From an optimization exercise on the open Yosys and OpenROAD flow, aimed at small area, a short achievable clock period and few clock cycles; shortcuts taken in it are not production practice. In this exercise RTL edits were held to simulation tests only and were not proved equivalent to the original.

File: design/flow/config.mk
export PLATFORM = sky130hd
export DESIGN_NAME = primality_core
export DESIGN_NICKNAME = primality_core
export VERILOG_FILES = /design/flow/design.v
export SDC_FILE = /design/flow/constraint.sdc
export NUM_CORES = 4
export LEC_CHECK = 0
export CAP_MARGIN = 20
export CORE_MARGIN = 2
export CORE_UTILIZATION = 40
export SLEW_MARGIN = 20
File: design/flow/constraint.sdc
create_clock -name core_clock -period 12.0 [get_ports {clk}]
set_input_delay 2.4000 -clock core_clock [delete_from_list [all_inputs] [get_ports {clk}]]
set_output_delay 2.4000 -clock core_clock [all_outputs]
set_load 0.01 [all_outputs]
File: design/flow/design.v
module primality_core (
    input  wire        clk,
    input  wire        rst,
    input  wire        cmd_valid,
    output wire        cmd_ready,
    input  wire [2:0]  cmd_op,
    input  wire        cmd_dflt,
    input  wire [31:0] cmd_rounds,
    input  wire [63:0] cmd_a,
    input  wire [63:0] cmd_b,
    input  wire [63:0] cmd_m,
    output wire        wit_req,
    output wire [63:0] wit_n,
    input  wire        wit_valid,
    input  wire [63:0] wit_data,
    output wire        rsp_valid,
    input  wire        rsp_ready,
    output wire [63:0] rsp_data,
    output wire [2:0]  rsp_status,
    output wire        busy
);
    localparam [2:0] OP_MULMOD  = 3'd0,
                     OP_MODPOW  = 3'd1,
                     OP_FERMATW = 3'd2,
                     OP_MRW     = 3'd3,
                     OP_FERMAT  = 3'd4,
                     OP_MR      = 3'd5;
    localparam [2:0] ST_OK        = 3'd0,
                     ST_MOD_ZERO  = 3'd1,
                     ST_ILLEGAL   = 3'd2,
                     ST_WIT_RANGE = 3'd3;
    localparam [3:0] T_IDLE    = 4'd0,
                     T_DECODE  = 4'd1,
                     T_MM      = 4'd2,
                     T_ME      = 4'd3,
                     T_DECOMP  = 4'd4,
                     T_ROUND   = 4'd5,
                     T_WREQ    = 4'd6,
                     T_WCHK    = 4'd7,
                     T_F_POW   = 4'd8,
                     T_MR_POW  = 4'd9,
                     T_MR_LOOP = 4'd10,
                     T_MR_SQ   = 4'd11,
                     T_REND    = 4'd12,
                     T_RESP    = 4'd13;
    localparam [2:0] ME_IDLE = 3'd0,
                     ME_TEST = 3'd1,
                     ME_MULT = 3'd2,
                     ME_SQR  = 3'd3,
                     ME_DONE = 3'd4;
    localparam [1:0] MM_IDLE = 2'd0,
                     MM_RED  = 2'd1,
                     MM_MUL  = 2'd2,
                     MM_DONE = 2'd3;
    reg [3:0]  top_st;
    reg [2:0]  me_st;
    reg [1:0]  mm_st;
    reg [2:0]  op;         
    reg [63:0] ra, rb, rm;
    reg [31:0] rnds;       
    reg [63:0] res;
    reg [2:0]  stat;
    reg        wpass;
    reg [63:0] x, y, acc, bsave;    
    reg [63:0] pb, pe, pr;          
    reg [63:0] wa;                  
    reg [63:0] md;                  
    reg [5:0]  ms;                  
    reg [63:0] mxx;                 
    reg [5:0]  mj;                  
    function [63:0] addmod;
        input [63:0] a_in, b_in, m_in;
        reg   [63:0] t;
        begin
            t = m_in - b_in;
            addmod = (a_in >= t) ? a_in - t : a_in + b_in;
        end
    endfunction
    wire [63:0] one_m  = (rm == 64'd1) ? 64'd0 : 64'd1;    
    wire [63:0] n_m1   = rm - 64'd1;
    wire [63:0] n_m2   = rm - 64'd2;
    wire        is_fermat = (op == OP_FERMATW) || (op == OP_FERMAT);
    wire        is_single = (op == OP_FERMATW) || (op == OP_MRW);
    wire step_mm = (mm_st == MM_RED) || (mm_st == MM_MUL);
    wire step_me = !step_mm &&
                   ((me_st == ME_TEST) || (me_st == ME_MULT) || (me_st == ME_SQR));
    wire step_top = !step_mm && !step_me;
    reg        mm_start;
    reg [63:0] mm_sa, mm_sb;
    always @(*) begin
        mm_start = 1'b0;
        mm_sa    = pb;
        mm_sb    = pb;
        if (step_top && top_st == T_DECODE && op == OP_MULMOD && rm != 64'd0) begin
            mm_start = 1'b1;
            mm_sa    = ra;
            mm_sb    = rb;
        end else if (step_me && me_st == ME_TEST && pe != 64'd0) begin
            mm_start = 1'b1;
            if (pe[0]) begin
                mm_sa = pr;
                mm_sb = pb;
            end
        end else if (step_me && me_st == ME_MULT && mm_st == MM_DONE) begin
            mm_start = 1'b1;
        end
    end
    wire wit_ok = (wa >= 64'd2) && (wa <= n_m2);
    reg        me_start;
    reg [63:0] me_sb, me_se;
    always @(*) begin
        me_start = 1'b0;
        me_sb    = mxx;
        me_se    = 64'd2;
        if (step_top) begin
            case (top_st)
                T_DECODE:
                    if (op == OP_MODPOW && rm != 64'd0) begin
                        me_start = 1'b1;
                        me_sb    = ra;
                        me_se    = rb;
                    end
                T_WCHK:
                    if (wit_ok) begin
                        me_start = 1'b1;
                        me_sb    = wa;
                        me_se    = is_fermat ? n_m1 : md;
                    end
                T_MR_LOOP:
                    if (mj < ms) me_start = 1'b1;
                default: ;
            endcase
        end
    end
    always @(posedge clk) begin
        if (rst) begin
            top_st <= T_IDLE;
            me_st  <= ME_IDLE;
            mm_st  <= MM_IDLE;
            op     <= 3'd0;
            rm     <= 64'd0;
            rnds   <= 32'd0;
            res    <= 64'd0;
            stat   <= ST_OK;
            wpass  <= 1'b0;
        end else begin
            if (mm_start) begin
                acc <= 64'd0;
                if (mm_sa < rm) begin
                    x     <= mm_sa;
                    y     <= mm_sb;
                    mm_st <= MM_MUL;
                end else begin
                    x     <= one_m;
                    y     <= mm_sa;
                    bsave <= mm_sb;
                    mm_st <= MM_RED;
                end
            end
            if (me_start) begin
                pb    <= me_sb;
                pe    <= me_se;
                pr    <= one_m;
                me_st <= ME_TEST;
            end
            if (step_mm) begin
                if (y != 64'd0) begin
                    if (y[0]) acc <= addmod(acc, x, rm);
                    x <= addmod(x, x, rm);
                    y <= {1'b0, y[63:1]};
                end else if (mm_st == MM_RED) begin
                    x     <= acc;
                    y     <= bsave;
                    acc   <= 64'd0;
                    mm_st <= MM_MUL;
                end else begin
                    mm_st <= MM_DONE;
                end
            end
            if (step_me) begin
                case (me_st)
                    ME_TEST:
                        if (pe == 64'd0) me_st <= ME_DONE;
                        else if (pe[0])  me_st <= ME_MULT;    
                        else             me_st <= ME_SQR;     
                    ME_MULT: begin
                        pr    <= acc;                         
                        me_st <= ME_SQR;
                    end
                    ME_SQR: begin
                        pb    <= acc;
                        pe    <= {1'b0, pe[63:1]};
                        mm_st <= MM_IDLE;
                        me_st <= ME_TEST;
                    end
                    default: ;
                endcase
            end
            if (step_top) begin
                case (top_st)
                    T_IDLE:
                        if (cmd_valid) begin
                            op    <= cmd_op;
                            ra    <= cmd_a;
                            rb    <= cmd_b;
                            rm    <= cmd_m;
                            if (cmd_op == OP_FERMATW || cmd_op == OP_MRW)
                                rnds <= 32'd1;
                            else if (cmd_dflt)
                                rnds <= 32'd10;
                            else
                                rnds <= cmd_rounds;
                            stat   <= ST_OK;
                            res    <= 64'd0;
                            wpass  <= 1'b0;
                            top_st <= T_DECODE;
                        end
                    T_DECODE:
                        case (op)
                            OP_MULMOD:
                                if (rm == 64'd0) begin
                                    stat   <= ST_MOD_ZERO;
                                    res    <= 64'd0;
                                    top_st <= T_RESP;
                                end else begin
                                    top_st <= T_MM;       
                                end
                            OP_MODPOW:
                                if (rm == 64'd0) begin
                                    stat   <= ST_MOD_ZERO;
                                    res    <= 64'd0;
                                    top_st <= T_RESP;
                                end else begin
                                    top_st <= T_ME;       
                                end
                            OP_FERMATW, OP_MRW, OP_FERMAT, OP_MR:
                                if (rm <= 64'd1) begin
                                    res    <= 64'd0;
                                    top_st <= T_RESP;
                                end else if (rm <= 64'd3) begin
                                    res    <= 64'd1;
                                    top_st <= T_RESP;
                                end else if (!rm[0]) begin
                                    res    <= 64'd0;
                                    top_st <= T_RESP;
                                end else if (is_fermat) begin
                                    top_st <= T_ROUND;
                                end else begin
                                    md     <= n_m1;
                                    ms     <= 6'd0;
                                    top_st <= T_DECOMP;
                                end
                            default: begin                
                                stat   <= ST_ILLEGAL;
                                res    <= 64'd0;
                                top_st <= T_RESP;
                            end
                        endcase
                    T_MM: begin
                        res    <= acc;
                        mm_st  <= MM_IDLE;
                        top_st <= T_RESP;
                    end
                    T_ME: begin
                        res    <= pr;
                        me_st  <= ME_IDLE;
                        top_st <= T_RESP;
                    end
                    T_DECOMP:
                        if (!md[0]) begin
                            md <= {1'b0, md[63:1]};
                            ms <= ms + 6'd1;
                        end else begin
                            top_st <= T_ROUND;
                        end
                    T_ROUND:
                        if (rnds == 32'd0) begin
                            res    <= 64'd1;
                            top_st <= T_RESP;
                        end else begin
                            rnds <= rnds - 32'd1;
                            if (is_single) begin
                                wa     <= ra;
                                top_st <= T_WCHK;
                            end else begin
                                top_st <= T_WREQ;
                            end
                        end
                    T_WREQ:
                        if (wit_valid) begin
                            wa     <= wit_data;
                            top_st <= T_WCHK;
                        end
                    T_WCHK:
                        if (!wit_ok) begin
                            stat   <= ST_WIT_RANGE;
                            res    <= 64'd0;
                            top_st <= T_RESP;
                        end else begin
                            wpass  <= 1'b0;              
                            top_st <= is_fermat ? T_F_POW : T_MR_POW;
                        end
                    T_F_POW: begin
                        wpass  <= (pr == 64'd1);
                        me_st  <= ME_IDLE;
                        top_st <= T_REND;
                    end
                    T_MR_POW: begin
                        mxx   <= pr;
                        me_st <= ME_IDLE;
                        if (pr == 64'd1 || pr == n_m1) begin
                            wpass  <= 1'b1;
                            top_st <= T_REND;
                        end else begin
                            mj     <= 6'd1;
                            top_st <= T_MR_LOOP;
                        end
                    end
                    T_MR_LOOP:
                        if (mj >= ms) begin
                            wpass  <= 1'b0;
                            top_st <= T_REND;
                        end else begin
                            top_st <= T_MR_SQ;           
                        end
                    T_MR_SQ: begin
                        mxx   <= pr;
                        mj    <= mj + 6'd1;
                        me_st <= ME_IDLE;
                        if (pr == n_m1) begin
                            wpass  <= 1'b1;
                            top_st <= T_REND;
                        end else begin
                            top_st <= T_MR_LOOP;
                        end
                    end
                    T_REND:
                        if (!wpass) begin
                            res    <= 64'd0;
                            top_st <= T_RESP;
                        end else begin
                            top_st <= T_ROUND;
                        end
                    T_RESP:
                        if (rsp_ready) top_st <= T_IDLE;
                    default: top_st <= T_IDLE;
                endcase
            end
        end
    end
    assign cmd_ready  = (top_st == T_IDLE);
    assign wit_req    = (top_st == T_WREQ);
    assign wit_n      = rm;
    assign rsp_valid  = (top_st == T_RESP);
    assign rsp_data   = res;
    assign rsp_status = stat;
    assign busy       = (top_st != T_IDLE);
endmodule
File: design/flow/run.sh
#!/bin/bash
# synth_recipe.tcl (not shown) runs the flow's synth.tcl, then flattens the netlist and writes it again
# the make line also repeats each setting of config.mk as NAME=value (left out here)
make -C /OpenROAD-flow-scripts/flow DESIGN_CONFIG=/design/flow/config.mk WORK_HOME=/design/flow/orfs CLKGATE_MAP_FILE= SYNTH_SCRIPT=/design/flow/synth_recipe.tcl finish
==> impl_metrics.json <==
{
  "die_height_um": 423,
  "ys.flop_type": "edfxtp_1",
  "period_share_pct": 83.2,
  "skew_ps": 81.1,
  "layout_setup_ws_ps": 2020,
  "synth_top_family_by_area": "compound AO/OA/AOI/OAI gates",
  "die_x_um": 423,
  "mostFrequentLayoutCells": "1092 x nand2_1, 780 x edfxtp_1, 695 x o21ai_0",
  "cts_max_level": 3,
  "cp_max_fo": 109,
  "r2r_cells": 19,
  "multiInputGateArea_sq_um": 40400,
  "synth_compound_area_share_pct": 24.4,
  "slew_headroom_pct": 7.70,
  "r2r_start": "rm[9]",
  "fin_util_pct": 46.5,
  "crit_chain": "nor4_2 -> nand2_1 -> nor3_2 -> a31oi_1 -> nand4_1 -> buf_12 -> nor2_1 -> a21oi_1 -> ha_1 -> nand4_1 -> nor2_1 -> nand2_1 -> nor3_2 -> nand3_1 -> nor2_1 -> nand3_1 -> nand2_4 -> and3_2 -> buf_4",
  "syn_area_per_cell_sq_um": 8.72,
  "ys_seq_area_share_pct": 38.4,
  "fillers": 16700,
  "num_rows": 153,
  "synth_cell_type_count": 102,
  "ios": 432,
  "hold_path.class": "register to register",
  "grt_pass1_wl_mm": 499,
  "drv_cap": 0,
  "ant_nets": 0,
  "grtUsageTotal_pct": 39.0,
  "place.gp.congestion": 1.09,
  "initial_core_util_pct": 40.3,
  "fin_hold_ws_ps": 478,
  "synth-xor-area-share_pct": 5.23,
  "clkLatencyLatePin_ps": 830,
  "routedWlPerCell_um": 34.1,
  "place_area_sq_um": 77000,
  "initialDrtViolationCount": 10800,
  "grt_pass1_vias": 64700,
  "clk_pin_slew_ps": 60,
  "numCtsBuffers": 115,
  "wl_mm": 363,
  "netlist_area_sq_um": 70200,
  "holdBufCountCts": 0,
  "register_area_sq_um": 26900,
  "clock.fmax_ghz": 0.100,
  "post-route-min-period_ps": 9980,
  "hpwl_mm": 281,
  "core-area_sq_um": 174000,
  "critPathCapture": "bsave[5]",
  "max_stage_delay_ps": 970,
  "clkSinkCount": 955,
  "rrSetupSlack_ps": 2020,
  "post_cts_buffers": 0,
  "slew_viol_final": 0,
  "synth_nets": 8740,
  "rsz0062_at_grt": "no",
  "antenna_found_initial": 25,
  "async_reset_ff_share_pct": 0,
  "cts_tree": "done",
  "mostFrequentLayoutCell": "nand2_1",
  "cpMostUsedCell": "nor2_1",
  "synthAdderAreaFrac_pct": 7.19,
  "synthCells": 8043,
  "cts_root_buf": "clkbuf_16",
  "nets": 8931,
  "cpMaxStageDelayCell": "nor3_2",
  "muxShareOfSynthArea_pct": 2.33,
  "reg2reg_to": "bsave[5]",
  "fin_tns_setup_ps": 0,
  "worstSetupEndpointType": "register",
  "place_ws_ps": 2580,
  "finalHoldViolCount": 0,
  "setup_viol": 0,
  "synth_seq_cells": 955,
  "min_from": "rm[29]",
  "ys.warnings.count": 1,
  "cts-resized-gates": 0,
  "viasPerCell": 6.62,
  "clk_path_buf_depth": 3,
  "port_buffers": 430,
  "start_kind": "register",
  "grt.overflow.total": 0,
  "arrival_ps": 10420,
  "num_vias": 70600,
  "synth-simple-area-share_pct": 17.8,
  "area_growth_pct": 15.3,
  "worst_pin_slew_ps": 1380,
  "drive_gt1_share_pct": 6.64,
  "grt_max_degree": 116,
  "die_area_sq_um": 179000,
  "drc": 0,
  "synth_edf_count": 780,
  "startpoint": "rm[9]",
  "crit_type": "register to register",
  "status": "finished clean",
  "first_pass_iters": 7,
  "final_cell_area_sq_um": 80900,
  "crit_required_ps": 12440
}
-- cell usage after synthesis, types with 35 or more instances --
cell type  count  area share, %
nand2_1     1098            5.9
dfxtp_1      175            5.0
a21o_1       196            2.1
mux2_2        67            1.1
o221ai_1      44           0.55
o21bai_1      51           0.55
ha_1         396            7.1
or3_1         36           0.32
a22oi_1      164            1.8
a21oi_1      595            4.2
o21a_1        96            1.0
edfxtp_1     780             33
nand3b_1      68           0.73
mux2i_1       88            1.3
inv_1        278            1.5
o211ai_1      81           0.87
buf_2         80           0.57
clkbuf_1     428            2.3
a211oi_1     167            1.8
xor2_1       124            1.5
o21ai_0      703            5.0
nor2_1       546            2.9
nor4_1       130            1.2
o31ai_1       35           0.37
a31oi_1       94           0.84
and3_1        45           0.40
nor2b_1       57           0.51
nand4_1      114            1.0
a221o_1       45           0.64
a22o_1        78           0.97
nand2b_1      84           0.75
nand3_1      200            1.4
o22ai_1       79           0.70
nor3_1       108           0.77
xnor2_1      265            3.3
-- stage by stage --
| stage | cells |
|---|---|
| after global placement | 10400 |
| after floorplan | 8043 |
| final | 10700 |
| after detailed placement | 10400 |
| after global routing | 10700 |
| after CTS | 10700 |
-- critical path, delay by kind of cell (launching register included) --
family                     cells  cell delay, ps
and+or+nand+nor               14            6090
buffers and inverters          2            1000
AOI/OAI and AO/OA              2            1380
DFF                            1             540
adders and majority gates      1             270
-- metal layers --
| metal | share of wire, % | GRT usage, % |
|---|---|---|
| met3 | 12 | 10.5 |
| met5 | 0.025 | 0 |
| met4 | 6.3 | 20.4 |
| met1 | 40 | 53.2 |
| met2 | 41 | 56.1 |
-- worst min-delay path by stage --
stage | depth (start not counted) | to | slack [ps]
floorplan | 0 | mxx[26] | 420
global route | 2 | rnds[26] | 500
detailed placement | 2 | rnds[26] | 470
CTS | 2 | rm[29] | 480
finish | 2 | rm[29] | 480
global placement | 2 | rnds[26] | 460
-- logic make-up (layout without fill, tap and decap cells) --
logic type / count (synthesis) / count (layout)
buf+inv: 829 / 1113
mux: 155 / 155
simple gates: 2636 / 2636
compound gates: 2665 / 2665
other cells: 1 / 12
fa+ha+maj: 401 / 401
flops: 955 / 955
xor+xnor: 401 / 401
-- area by class of cell --
| type | instances | area share (%) |
|---|---|---|
| well taps | 2325 | 3.60 |
| flip-flops and latches | 955 | 33.3 |
| multi-input cells | 6259 | 49.9 |
| clock buffers | 159 | 4.03 |
| repair buffers | 620 | 7.13 |
| inverters | 283 | 1.33 |
| clock inverters | 51 | 0.713 |
| diodes | 11 | 0.0340 |
Testbench counts, summed over its fixed seeds: cycles 7,699,930.

==> afterwards: timing with drivers on the ports <==
No port has a modelled driver above. Below, the same layout with a new extraction and two added sets of constraints. Step 1 (the two cells are an assumption about what drives the block):
set clk [get_ports {clk}]
set_driving_cell -lib_cell sky130_fd_sc_hd__clkbuf_16 $clk
set_driving_cell -lib_cell sky130_fd_sc_hd__buf_2 [delete_from_list [all_inputs] $clk]
Step 2 times the ports against the registers' clock, not the clock port: input delays grow and output delays shrink by t, the midpoint of the rising clock arrivals with the driver on. a / b / c = ideal ports / drivers / drivers and shift; a / b = the first two.
t, ns: 0.877
setup WS [ns]: 2.018 / 2.018 / 2.018
latest minus earliest clock arrival (ns): 0.082 / 0.081
After both steps setup and hold are still met in this run. For this run, drivers alone change the setup slack by 0.000 ns; drivers and shift together by 0.000 ns.
